Context: an optimization exercise on an open-source flow, tuned for small area, a short achievable clock period and few clock cycles. The choices shown serve that exercise and are no tape-out recipe. Power figures rest on the tool's default switching activity, not on a simulated workload.

==> harbor <==
==> flow/design.v <==
module daly_rx (
    input  wire        clk,
    input  wire        rst,
    input  wire        start_valid,
    output wire        start_ready,
    input  wire [7:0]  start_cmd,
    input  wire [7:0]  start_n,
    input  wire        start_w2,
    input  wire [7:0]  start_count,
    input  wire        rx_valid,
    output wire        rx_ready,
    input  wire [7:0]  rx_data,
    input  wire        rx_last,
    input  wire        rx_ctl,
    output wire        item_valid,
    input  wire        item_ready,
    output wire [15:0] item_data,
    output wire        log_valid,
    output wire        log_kind,
    output wire [7:0]  log_a,
    output wire [7:0]  log_b,
    output wire        done,
    output wire [7:0]  done_frames,
    output wire [7:0]  done_items,
    output wire [2:0]  done_detail
);
    localparam D_NONE      = 3'd0;
    localparam D_READ_ERR  = 3'd1;
    localparam D_NO_DATA   = 3'd2;
    localparam D_SHORT     = 3'd3;
    localparam D_CHECKSUM  = 3'd4;
    localparam D_COMMAND   = 3'd5;
    reg        sr;             
    reg        rdy;            
    reg        rx_on;          
    reg        done_r;
    reg        emit;           
    reg [2:0]  ij;             
    reg        inc_e;          
    reg [7:0]  x_cmd;
    reg        x_w2;
    reg [7:0]  rem;            
    reg [7:0]  nleft;          
    reg [3:0]  bc;             
    reg        cmd_ok;
    reg [7:0]  idx;            
    reg [7:0]  pb [0:6];       
    reg [7:0]  d_r;
    reg        v_r;            
    reg        e_r;            
    reg        s_r;            
    reg        k_r;            
    reg [7:0]  sum;            
    reg [15:0] itm;            
    reg [7:0]  frames;
    reg [7:0]  series;
    reg [7:0]  eidx;           
    reg [2:0]  detail;
    reg        log_v;
    reg        log_k;
    assign start_ready = sr;
    assign rx_ready    = rdy;
    assign item_valid  = emit;
    assign item_data   = itm;
    assign log_valid   = log_v;
    assign log_kind    = log_k;
    assign log_a       = eidx;
    assign log_b       = idx;
    assign done        = done_r;
    assign done_frames = frames;
    assign done_items  = series;
    assign done_detail = detail;
    wire start_take = start_valid && sr;
    wire take  = rx_valid && rdy;
    wire dbeat = take && !rx_ctl;
    wire cbeat = take && rx_ctl;
    wire b12   = (bc == 4'd12);
    wire fin_slot = take && b12;
    wire short = dbeat && !b12 && rx_last;
    wire eq    = (d_r == sum);
    wire more  = (rem != 8'd0);
    wire okf   = e_r && eq && cmd_ok;
    wire lk    = okf && more;
    wire mm    = (idx != eidx);
    wire emit_take = emit && item_ready;
    wire last_item = (rem == 8'd1) || (ij == (x_w2 ? 3'd2 : 3'd6));
    wire emit_n    = lk || (emit && !(item_ready && last_item));
    wire rx_on_n   = rx_on && !(cbeat || short || (fin_slot && nleft == 8'd1));
    wire fin_n     = !rx_on_n && !emit_n && !take;
    wire [3:0] freed = x_w2 ? {ij, 1'b1} : {1'b0, ij};
    wire [3:0] bc1   = bc + 4'd1;
    wire stall_t = emit && !b12 && (bc1 >= 4'd5) && (bc1 - 4'd5 > freed);
    wire stall_h = emit && (bc >= 4'd5) && (bc - 4'd5 > freed);
    wire stall_n = take ? stall_t : stall_h;
    wire [2:0] sel = emit ? ij + 3'd1 : 3'd0;
    wire [2:0] sel2 = {sel[1:0], 1'b0};
    wire [15:0] item_sel = x_w2 ? {pb[sel2], pb[sel2 + 3'd1]}
                                : {{8{pb[sel][7]}}, pb[sel]};
    always @(posedge clk) begin
        if (take) begin
            if (bc == 4'd2)
                cmd_ok <= (rx_data == x_cmd);
            if (bc == 4'd4)
                idx <= rx_data;
            if (bc == 4'd5)  pb[0] <= rx_data;
            if (bc == 4'd6)  pb[1] <= rx_data;
            if (bc == 4'd7)  pb[2] <= rx_data;
            if (bc == 4'd8)  pb[3] <= rx_data;
            if (bc == 4'd9)  pb[4] <= rx_data;
            if (bc == 4'd10) pb[5] <= rx_data;
            if (bc == 4'd11) pb[6] <= rx_data;
            bc <= b12 ? 4'd0 : bc1;
        end
        if (fin_slot)
            nleft <= nleft - 8'd1;
        d_r <= rx_data;
        v_r <= dbeat;
        e_r <= fin_slot;
        s_r <= short;
        k_r <= cbeat;
        if (e_r)
            sum <= 8'd0;
        else if (v_r)
            sum <= sum + d_r;
        if (k_r)
            detail <= d_r[0] ? D_READ_ERR : D_NO_DATA;
        if (e_r) begin
            log_k <= 1'b1;
            if (!eq)
                detail <= D_CHECKSUM;
            else if (!cmd_ok)
                detail <= D_COMMAND;
            else
                frames <= frames + 8'd1;
        end
        if (inc_e)
            eidx <= eidx + 8'd1;
        if (s_r) begin
            detail <= D_SHORT;
            log_k  <= 1'b0;
            eidx   <= {4'd0, bc};
            idx    <= 8'd0;
        end
        if (!emit || item_ready)
            itm <= item_sel;
        if (emit_take) begin
            series <= series + 8'd1;
            rem    <= rem - 8'd1;
            ij     <= ij + 3'd1;
        end
        if (lk)
            ij <= 3'd0;
        if (start_take) begin
            x_cmd  <= start_cmd;
            x_w2   <= start_w2;
            rem    <= start_count;
            nleft  <= start_n;
            bc     <= 4'd0;
            sum    <= 8'd0;
            frames <= 8'd0;
            series <= 8'd0;
            eidx   <= 8'd1;
            detail <= D_NONE;
        end
    end
    always @(posedge clk) begin
        if (rst) begin
            sr     <= 1'b1;
            rdy    <= 1'b0;
            rx_on  <= 1'b0;
            emit   <= 1'b0;
            done_r <= 1'b0;
            log_v  <= 1'b0;
            inc_e  <= 1'b0;
        end else begin
            log_v <= s_r || (lk && mm);
            inc_e <= lk;
            if (start_take) begin
                sr     <= (start_n == 8'd0);
                rdy    <= (start_n != 8'd0);
                rx_on  <= (start_n != 8'd0);
                emit   <= 1'b0;
                done_r <= (start_n == 8'd0);
            end else if (!sr) begin
                rx_on  <= rx_on_n;
                rdy    <= rx_on_n && !stall_n;
                emit   <= emit_n;
                done_r <= fin_n;
                sr     <= fin_n;
            end else begin
                done_r <= 1'b0;
            end
        end
    end
endmodule
==> flow/run.sh <==
#!/bin/bash
# synth_recipe.tcl (not shown) runs the flow's synth.tcl, then flattens the netlist and writes it again
# the make line also repeats each setting of config.mk as NAME=value (left out here)
make -C /OpenROAD-flow-scripts/flow DESIGN_CONFIG=/design/flow/config.mk WORK_HOME=/design/flow/orfs CLKGATE_MAP_FILE= SYNTH_SCRIPT=/design/flow/synth_recipe.tcl finish
==> flow/config.mk <==
export PLATFORM = sky130hd
export DESIGN_NAME = daly_rx
export DESIGN_NICKNAME = daly_rx
export VERILOG_FILES = /design/flow/design.v
export SDC_FILE = /design/flow/constraint.sdc
export NUM_CORES = 4
export LEC_CHECK = 0
export CAP_MARGIN = 20
export CORE_MARGIN = 2
export CORE_UTILIZATION = 60
export CTS_BUF_LIST = sky130_fd_sc_hd__clkbuf_8
export CTS_CLUSTER_SIZE = 30
export PLACE_DENSITY = 0.7
export SETUP_SLACK_MARGIN = 4.2
export SLEW_MARGIN = 20
==> flow/constraint.sdc <==
create_clock -name core_clock -period 6.5 [get_ports {clk}]
set_input_delay 1.3000 -clock core_clock [delete_from_list [all_inputs] [get_ports {clk}]]
set_output_delay 1.3000 -clock core_clock [all_outputs]
set_load 0.01 [all_outputs]
==> raven (differences from harbor) <==
--- a/flow/design.v
+++ b/flow/design.v
@@ -37,5 +37,4 @@
     reg        emit;           
     reg [2:0]  ij;             
-    reg        inc_e;          
     reg [7:0]  x_cmd;
     reg        x_w2;
@@ -43,17 +42,17 @@
     reg [7:0]  nleft;          
     reg [3:0]  bc;             
+    reg [3:0]  sum_lo;
+    reg [3:0]  sum_hi;
+    reg        sum_c;
     reg        cmd_ok;
     reg [7:0]  idx;            
     reg [7:0]  pb [0:6];       
-    reg [7:0]  d_r;
-    reg        v_r;            
     reg        e_r;            
+    reg        eq_r;           
     reg        s_r;            
-    reg        k_r;            
-    reg [7:0]  sum;            
     reg [15:0] itm;            
     reg [7:0]  frames;
     reg [7:0]  series;
-    reg [7:0]  eidx;           
+    reg [7:0]  la;             
     reg [2:0]  detail;
     reg        log_v;
@@ -65,5 +64,5 @@
     assign log_valid   = log_v;
     assign log_kind    = log_k;
-    assign log_a       = eidx;
+    assign log_a       = la;
     assign log_b       = idx;
     assign done        = done_r;
@@ -73,14 +72,18 @@
     wire start_take = start_valid && sr;
     wire take  = rx_valid && rdy;
-    wire dbeat = take && !rx_ctl;
     wire cbeat = take && rx_ctl;
     wire b12   = (bc == 4'd12);
     wire fin_slot = take && b12;
-    wire short = dbeat && !b12 && rx_last;
-    wire eq    = (d_r == sum);
+    wire short = take && !rx_ctl && !b12 && rx_last;
+    wire [3:0] sum_hr = sum_hi + {3'd0, sum_c};
+    wire       first = (bc == 4'd0);
+    wire [4:0] lo_n  = {1'b0, first ? 4'd0 : sum_lo} + {1'b0, rx_data[3:0]};
+    wire [3:0] hi_n  = (first ? 4'd0 : sum_hi) + rx_data[7:4]
+                     + {3'd0, !first && sum_c};
     wire more  = (rem != 8'd0);
-    wire okf   = e_r && eq && cmd_ok;
+    wire okf   = e_r && eq_r && cmd_ok;
     wire lk    = okf && more;
-    wire mm    = (idx != eidx);
+    wire [7:0] frames1 = frames + 8'd1;
+    wire mm    = (idx != frames1);
     wire emit_take = emit && item_ready;
     wire last_item = (rem == 8'd1) || (ij == (x_w2 ? 3'd2 : 3'd6));
@@ -99,4 +102,7 @@
     always @(posedge clk) begin
         if (take) begin
+            sum_lo <= lo_n[3:0];
+            sum_c  <= lo_n[4];
+            sum_hi <= hi_n;
             if (bc == 4'd2)
                 cmd_ok <= (rx_data == x_cmd);
@@ -110,38 +116,32 @@
             if (bc == 4'd10) pb[5] <= rx_data;
             if (bc == 4'd11) pb[6] <= rx_data;
-            bc <= b12 ? 4'd0 : bc1;
+            bc    <= b12 ? 4'd0 : bc1;
         end
         if (fin_slot)
             nleft <= nleft - 8'd1;
-        d_r <= rx_data;
-        v_r <= dbeat;
-        e_r <= fin_slot;
-        s_r <= short;
-        k_r <= cbeat;
-        if (e_r)
-            sum <= 8'd0;
-        else if (v_r)
-            sum <= sum + d_r;
-        if (k_r)
-            detail <= d_r[0] ? D_READ_ERR : D_NO_DATA;
+        e_r  <= fin_slot;
+        eq_r <= (rx_data == {sum_hr, sum_lo});
+        s_r  <= short;
         if (e_r) begin
             log_k <= 1'b1;
-            if (!eq)
+            if (!eq_r)
                 detail <= D_CHECKSUM;
             else if (!cmd_ok)
                 detail <= D_COMMAND;
             else
-                frames <= frames + 8'd1;
+                frames <= frames1;
         end
-        if (inc_e)
-            eidx <= eidx + 8'd1;
         if (s_r) begin
+            log_k  <= 1'b0;
             detail <= D_SHORT;
-            log_k  <= 1'b0;
-            eidx   <= {4'd0, bc};
             idx    <= 8'd0;
         end
+        la <= s_r ? {4'd0, bc} : frames1;
+        if (cbeat)
+            detail <= rx_data[0] ? D_READ_ERR : D_NO_DATA;
         if (!emit || item_ready)
             itm <= item_sel;
+        if (!emit)
+            ij <= 3'd0;
         if (emit_take) begin
             series <= series + 8'd1;
@@ -149,6 +149,4 @@
             ij     <= ij + 3'd1;
         end
-        if (lk)
-            ij <= 3'd0;
         if (start_take) begin
             x_cmd  <= start_cmd;
@@ -157,10 +155,12 @@
             nleft  <= start_n;
             bc     <= 4'd0;
-            sum    <= 8'd0;
             frames <= 8'd0;
             series <= 8'd0;
-            eidx   <= 8'd1;
             detail <= D_NONE;
         end
+    end
+    always @(posedge clk) begin
+        emit  <= !rst && emit_n;
+        log_v <= !rst && (s_r || (lk && mm));
     end
     always @(posedge clk) begin
@@ -169,21 +169,14 @@
             rdy    <= 1'b0;
             rx_on  <= 1'b0;
-            emit   <= 1'b0;
             done_r <= 1'b0;
-            log_v  <= 1'b0;
-            inc_e  <= 1'b0;
         end else begin
-            log_v <= s_r || (lk && mm);
-            inc_e <= lk;
             if (start_take) begin
                 sr     <= (start_n == 8'd0);
                 rdy    <= (start_n != 8'd0);
                 rx_on  <= (start_n != 8'd0);
-                emit   <= 1'b0;
                 done_r <= (start_n == 8'd0);
             end else if (!sr) begin
                 rx_on  <= rx_on_n;
                 rdy    <= rx_on_n && !stall_n;
-                emit   <= emit_n;
                 done_r <= fin_n;
                 sr     <= fin_n;
==> flow/flow/run.sh (new file) <==
#!/bin/bash
# Standard ORFS layout, with plain buffers on the ports, no dummy clock loads
# and larger sink clusters.
set -euo pipefail
export BUFFER_PORTS_ARGS="-buffer_cell sky130_fd_sc_hd__buf_2"
export CTS_ARGS="-sink_clustering_enable -repair_clock_nets -dont_use_dummy_load -sink_clustering_size 40 -sink_clustering_max_diameter 120 -buf_list sky130_fd_sc_hd__clkbuf_8"
bash standard.sh > standard.log 2>&1
==> flow/standard.sh (new file) <==
#!/bin/bash
# synth_recipe.tcl (not shown) runs the flow's synth.tcl, then flattens the netlist and writes it again
# the make line also repeats each setting of config.mk as NAME=value (left out here)
make -C /OpenROAD-flow-scripts/flow DESIGN_CONFIG=/design/flow/config.mk WORK_HOME=/design/flow/orfs CLKGATE_MAP_FILE= SYNTH_SCRIPT=/design/flow/synth_recipe.tcl "${@:-finish}"
Settings changed: CORE_UTILIZATION 60 to 55, CTS_BUF_LIST sky130_fd_sc_hd__clkbuf_8 to not set, CTS_CLUSTER_SIZE 30 to not set, PLACE_DENSITY 0.7 to 0.65, SETUP_SLACK_MARGIN 4.2 to 4.25.
removed: flow/run.sh
==> juniper (differences from harbor) <==
--- a/flow/design.v
+++ b/flow/design.v
@@ -43,13 +43,8 @@
     reg [7:0]  nleft;          
     reg [3:0]  bc;             
+    reg [7:0]  sum;            
     reg        cmd_ok;
     reg [7:0]  idx;            
     reg [7:0]  pb [0:6];       
-    reg [7:0]  d_r;
-    reg        v_r;            
-    reg        e_r;            
-    reg        s_r;            
-    reg        k_r;            
-    reg [7:0]  sum;            
     reg [15:0] itm;            
     reg [7:0]  frames;
@@ -76,9 +71,9 @@
     wire cbeat = take && rx_ctl;
     wire b12   = (bc == 4'd12);
-    wire fin_slot = take && b12;
+    wire fin_slot = dbeat && b12;
     wire short = dbeat && !b12 && rx_last;
-    wire eq    = (d_r == sum);
+    wire eq    = (rx_data == sum);
     wire more  = (rem != 8'd0);
-    wire okf   = e_r && eq && cmd_ok;
+    wire okf   = fin_slot && eq && cmd_ok;
     wire lk    = okf && more;
     wire mm    = (idx != eidx);
@@ -87,10 +82,10 @@
     wire emit_n    = lk || (emit && !(item_ready && last_item));
     wire rx_on_n   = rx_on && !(cbeat || short || (fin_slot && nleft == 8'd1));
-    wire fin_n     = !rx_on_n && !emit_n && !take;
+    wire fin_n     = !rx_on_n && !emit_n;
     wire [3:0] freed = x_w2 ? {ij, 1'b1} : {1'b0, ij};
     wire [3:0] bc1   = bc + 4'd1;
     wire stall_t = emit && !b12 && (bc1 >= 4'd5) && (bc1 - 4'd5 > freed);
     wire stall_h = emit && (bc >= 4'd5) && (bc - 4'd5 > freed);
-    wire stall_n = take ? stall_t : stall_h;
+    wire stall_n = dbeat ? stall_t : stall_h;
     wire [2:0] sel = emit ? ij + 3'd1 : 3'd0;
     wire [2:0] sel2 = {sel[1:0], 1'b0};
@@ -98,32 +93,29 @@
                                 : {{8{pb[sel][7]}}, pb[sel]};
     always @(posedge clk) begin
-        if (take) begin
+        if (dbeat) begin
+            sum <= (bc == 4'd0 ? 8'd0 : sum) + rx_data;
             if (bc == 4'd2)
                 cmd_ok <= (rx_data == x_cmd);
             if (bc == 4'd4)
                 idx <= rx_data;
-            if (bc == 4'd5)  pb[0] <= rx_data;
-            if (bc == 4'd6)  pb[1] <= rx_data;
-            if (bc == 4'd7)  pb[2] <= rx_data;
-            if (bc == 4'd8)  pb[3] <= rx_data;
-            if (bc == 4'd9)  pb[4] <= rx_data;
-            if (bc == 4'd10) pb[5] <= rx_data;
-            if (bc == 4'd11) pb[6] <= rx_data;
+            if (bc >= 4'd5 && bc <= 4'd11)
+                pb[bc - 4'd5] <= rx_data;
             bc <= b12 ? 4'd0 : bc1;
         end
-        if (fin_slot)
+        if (!emit || item_ready)
+            itm <= item_sel;
+        if (inc_e)
+            eidx <= eidx + 8'd1;
+        if (emit_take) begin
+            series <= series + 8'd1;
+            rem    <= rem - 8'd1;
+            ij     <= ij + 3'd1;
+        end
+        if (lk)
+            ij <= 3'd0;
+        if (cbeat)
+            detail <= rx_data[0] ? D_READ_ERR : D_NO_DATA;
+        if (fin_slot) begin
             nleft <= nleft - 8'd1;
-        d_r <= rx_data;
-        v_r <= dbeat;
-        e_r <= fin_slot;
-        s_r <= short;
-        k_r <= cbeat;
-        if (e_r)
-            sum <= 8'd0;
-        else if (v_r)
-            sum <= sum + d_r;
-        if (k_r)
-            detail <= d_r[0] ? D_READ_ERR : D_NO_DATA;
-        if (e_r) begin
             log_k <= 1'b1;
             if (!eq)
@@ -134,21 +126,10 @@
                 frames <= frames + 8'd1;
         end
-        if (inc_e)
-            eidx <= eidx + 8'd1;
-        if (s_r) begin
+        if (short) begin
             detail <= D_SHORT;
             log_k  <= 1'b0;
-            eidx   <= {4'd0, bc};
+            eidx   <= {4'd0, bc1};
             idx    <= 8'd0;
         end
-        if (!emit || item_ready)
-            itm <= item_sel;
-        if (emit_take) begin
-            series <= series + 8'd1;
-            rem    <= rem - 8'd1;
-            ij     <= ij + 3'd1;
-        end
-        if (lk)
-            ij <= 3'd0;
         if (start_take) begin
             x_cmd  <= start_cmd;
@@ -157,5 +138,4 @@
             nleft  <= start_n;
             bc     <= 4'd0;
-            sum    <= 8'd0;
             frames <= 8'd0;
             series <= 8'd0;
@@ -174,5 +154,5 @@
             inc_e  <= 1'b0;
         end else begin
-            log_v <= s_r || (lk && mm);
+            log_v <= short || (lk && mm);
             inc_e <= lk;
             if (start_take) begin
Settings changed: CORE_UTILIZATION 60 to 40, CTS_BUF_LIST sky130_fd_sc_hd__clkbuf_8 to not set, CTS_CLUSTER_SIZE 30 to not set, PLACE_DENSITY 0.7 to 0.6, SETUP_SLACK_MARGIN 4.2 to 3.8.
==> ember (differences from harbor) <==
--- a/flow/design.v
+++ b/flow/design.v
@@ -43,13 +43,8 @@
     reg [7:0]  nleft;          
     reg [3:0]  bc;             
+    reg [7:0]  sum;            
     reg        cmd_ok;
     reg [7:0]  idx;            
     reg [7:0]  pb [0:6];       
-    reg [7:0]  d_r;
-    reg        v_r;            
-    reg        e_r;            
-    reg        s_r;            
-    reg        k_r;            
-    reg [7:0]  sum;            
     reg [15:0] itm;            
     reg [7:0]  frames;
@@ -76,9 +71,9 @@
     wire cbeat = take && rx_ctl;
     wire b12   = (bc == 4'd12);
-    wire fin_slot = take && b12;
+    wire fin_slot = dbeat && b12;
     wire short = dbeat && !b12 && rx_last;
-    wire eq    = (d_r == sum);
+    wire eq    = (rx_data == sum);
     wire more  = (rem != 8'd0);
-    wire okf   = e_r && eq && cmd_ok;
+    wire okf   = fin_slot && eq && cmd_ok;
     wire lk    = okf && more;
     wire mm    = (idx != eidx);
@@ -87,10 +82,10 @@
     wire emit_n    = lk || (emit && !(item_ready && last_item));
     wire rx_on_n   = rx_on && !(cbeat || short || (fin_slot && nleft == 8'd1));
-    wire fin_n     = !rx_on_n && !emit_n && !take;
+    wire fin_n     = !rx_on_n && !emit_n;
     wire [3:0] freed = x_w2 ? {ij, 1'b1} : {1'b0, ij};
     wire [3:0] bc1   = bc + 4'd1;
     wire stall_t = emit && !b12 && (bc1 >= 4'd5) && (bc1 - 4'd5 > freed);
     wire stall_h = emit && (bc >= 4'd5) && (bc - 4'd5 > freed);
-    wire stall_n = take ? stall_t : stall_h;
+    wire stall_n = dbeat ? stall_t : stall_h;
     wire [2:0] sel = emit ? ij + 3'd1 : 3'd0;
     wire [2:0] sel2 = {sel[1:0], 1'b0};
@@ -98,32 +93,29 @@
                                 : {{8{pb[sel][7]}}, pb[sel]};
     always @(posedge clk) begin
-        if (take) begin
+        if (dbeat) begin
+            sum <= (bc == 4'd0 ? 8'd0 : sum) + rx_data;
             if (bc == 4'd2)
                 cmd_ok <= (rx_data == x_cmd);
             if (bc == 4'd4)
                 idx <= rx_data;
-            if (bc == 4'd5)  pb[0] <= rx_data;
-            if (bc == 4'd6)  pb[1] <= rx_data;
-            if (bc == 4'd7)  pb[2] <= rx_data;
-            if (bc == 4'd8)  pb[3] <= rx_data;
-            if (bc == 4'd9)  pb[4] <= rx_data;
-            if (bc == 4'd10) pb[5] <= rx_data;
-            if (bc == 4'd11) pb[6] <= rx_data;
+            if (bc >= 4'd5 && bc <= 4'd11)
+                pb[bc - 4'd5] <= rx_data;
             bc <= b12 ? 4'd0 : bc1;
         end
-        if (fin_slot)
+        if (!emit || item_ready)
+            itm <= item_sel;
+        if (inc_e)
+            eidx <= eidx + 8'd1;
+        if (emit_take) begin
+            series <= series + 8'd1;
+            rem    <= rem - 8'd1;
+            ij     <= ij + 3'd1;
+        end
+        if (lk)
+            ij <= 3'd0;
+        if (cbeat)
+            detail <= rx_data[0] ? D_READ_ERR : D_NO_DATA;
+        if (fin_slot) begin
             nleft <= nleft - 8'd1;
-        d_r <= rx_data;
-        v_r <= dbeat;
-        e_r <= fin_slot;
-        s_r <= short;
-        k_r <= cbeat;
-        if (e_r)
-            sum <= 8'd0;
-        else if (v_r)
-            sum <= sum + d_r;
-        if (k_r)
-            detail <= d_r[0] ? D_READ_ERR : D_NO_DATA;
-        if (e_r) begin
             log_k <= 1'b1;
             if (!eq)
@@ -134,21 +126,10 @@
                 frames <= frames + 8'd1;
         end
-        if (inc_e)
-            eidx <= eidx + 8'd1;
-        if (s_r) begin
+        if (short) begin
             detail <= D_SHORT;
             log_k  <= 1'b0;
-            eidx   <= {4'd0, bc};
+            eidx   <= {4'd0, bc1};
             idx    <= 8'd0;
         end
-        if (!emit || item_ready)
-            itm <= item_sel;
-        if (emit_take) begin
-            series <= series + 8'd1;
-            rem    <= rem - 8'd1;
-            ij     <= ij + 3'd1;
-        end
-        if (lk)
-            ij <= 3'd0;
         if (start_take) begin
             x_cmd  <= start_cmd;
@@ -157,5 +138,4 @@
             nleft  <= start_n;
             bc     <= 4'd0;
-            sum    <= 8'd0;
             frames <= 8'd0;
             series <= 8'd0;
@@ -174,5 +154,5 @@
             inc_e  <= 1'b0;
         end else begin
-            log_v <= s_r || (lk && mm);
+            log_v <= short || (lk && mm);
             inc_e <= lk;
             if (start_take) begin
Settings changed: ABC_CLOCK_PERIOD_IN_PS set to 2000, CORE_UTILIZATION 60 to 40, CTS_BUF_LIST sky130_fd_sc_hd__clkbuf_8 to not set, CTS_CLUSTER_SIZE 30 to not set, PLACE_DENSITY 0.7 to 0.6, SETUP_SLACK_MARGIN 4.2 to 4.3.
==> metrics.md <==
| Metric | Value |
|---|---|
| Status | `finished clean` |
| Die height | `144.9 um` |
| Fill count | `1,523` |
| Sequential cell count | `156` |
| Worst Setup EP | `frames[4]` |
| Clk slew on worst S/H paths | `0.07 ns` |
| Standard-cell row count | `51` |
| Initial Utilization | `40.79%` |
| Metal3 WL | `925 um` |
| Synthesized area | `7939 um2` |
| Worst setup margin | `4.049 ns` |
| Register area | `4303 um2` |
| Dpl cell area | `9278 um2` |
| Yosys cell types | `61` |
| Synth top cells by count | `113 x nand2_1, 106 x edfxtp_1, 73 x nor2_1, 50 x dfxtp_1, 44 x xnor2_1` |
| Static Leak | `4.524 nW` |
That was ember.
==> metrics.md <==
| Metric | Value |
|---|---|
| Status | `finished clean` |
| Standard-cell row count | `51` |
| Fill count | `1,774` |
| Setup crit start kind | `input port` |
| Yosys cell types | `61` |
| Initial Utilization | `40.79%` |
| Static Leak | `3.861 nW` |
| Clk slew on worst S/H paths | `0.06 ns` |
| Register area | `4219 um2` |
| Metal3 WL | `964 um` |
| Worst Setup EP | `sum[6]` |
| Synth top cells by count | `113 x nand2_1, 106 x edfxtp_1, 73 x nor2_1, 50 x dfxtp_1, 44 x xnor2_1` |
| Sequential cell count | `156` |
That was juniper.
==> metrics.md <==
| Metric | Value |
|---|---|
| Status | `finished clean` |
| Static Leak | `3.799 nW` |
| Synth top cells by count | `110 x edfxtp_1, 101 x nand2_1, 54 x nor2_1, 51 x a21oi_1, 49 x dfxtp_1` |
| Worst Setup EP | `itm[6]` |
| CP Data Arrival Time | `2.59 ns` |
| Sequential share of the synthesized area | `53.33%` |
| Dpl cell area | `8758 um2` |
| Drt pass-1 iters | `5` |
| Standard-cell row count | `44` |
| Fill count | `1,099` |
| Top sig layer | `met4` |
| Worst r2r dst | `itm[6]` |
| Initial Utilization | `55.69%` |
| Yosys cell types | `58` |
| Clk slew on worst S/H paths | `0.07 ns` |
| Sequential cell count | `159` |
| Pin count of the biggest net entering global routing | `34` |
That was raven.
==> metrics.md <==
| Metric | Value |
|---|---|
| Fin cells | `1,099` |
| Yosys cell types | `63` |
| Metal3 WL | `1548 um` |
| Die height | `120.6 um` |
| Standard-cell row count | `42` |
| Synthesized area | `8159 um2` |
| Worst Setup EP | `item_valid` |
| Register area | `4449 um2` |
| Fill count | `880` |
| Dpl cell area | `9250 um2` |
| Clk slew on worst S/H paths | `0.08 ns` |
| Initial Utilization | `61.61%` |
| Most frequent cells in the layout | `98 x edfxtp_1, 75 x nand2_1, 55 x buf_4, 54 x nor2_1, 53 x buf_2` |
| Worst setup margin | `4.139 ns` |
| Status | `finished clean` |
That was harbor.
No run of this note included a check of the RTL's function; only the layout flow was run.

[separate check: timing with driven ports]
No port has a modelled driver above. Below, the same layouts with a new extraction and two added sets of constraints. Step 1 assumes that a clkbuf_16 drives the clock port and a buf_2 every other input. Step 2 moves the port delays by t, midway between the first and last clock arrival at a register: inputs arrive t later, outputs are due t later. That takes back most of the time a late clock gives input paths. Three values: no drivers, after step 1, after step 2; two values: the first two.
run | t, ns | setup slack, ns | worst setup path at the end
harbor | 0.504 | 4.139 / 4.098 / 3.740 | input to register
raven | 0.482 | 4.106 / 4.106 / 3.800 | input to register
juniper | 0.472 | 3.789 / 3.787 / 3.335 | input to register
ember | 0.470 | 4.049 / 4.042 / 3.572 | input to register
After both steps setup and hold are still met in every run listed. For ember, which loses most, drivers alone change the setup slack by -0.007 ns; drivers and shift together by -0.477 ns.
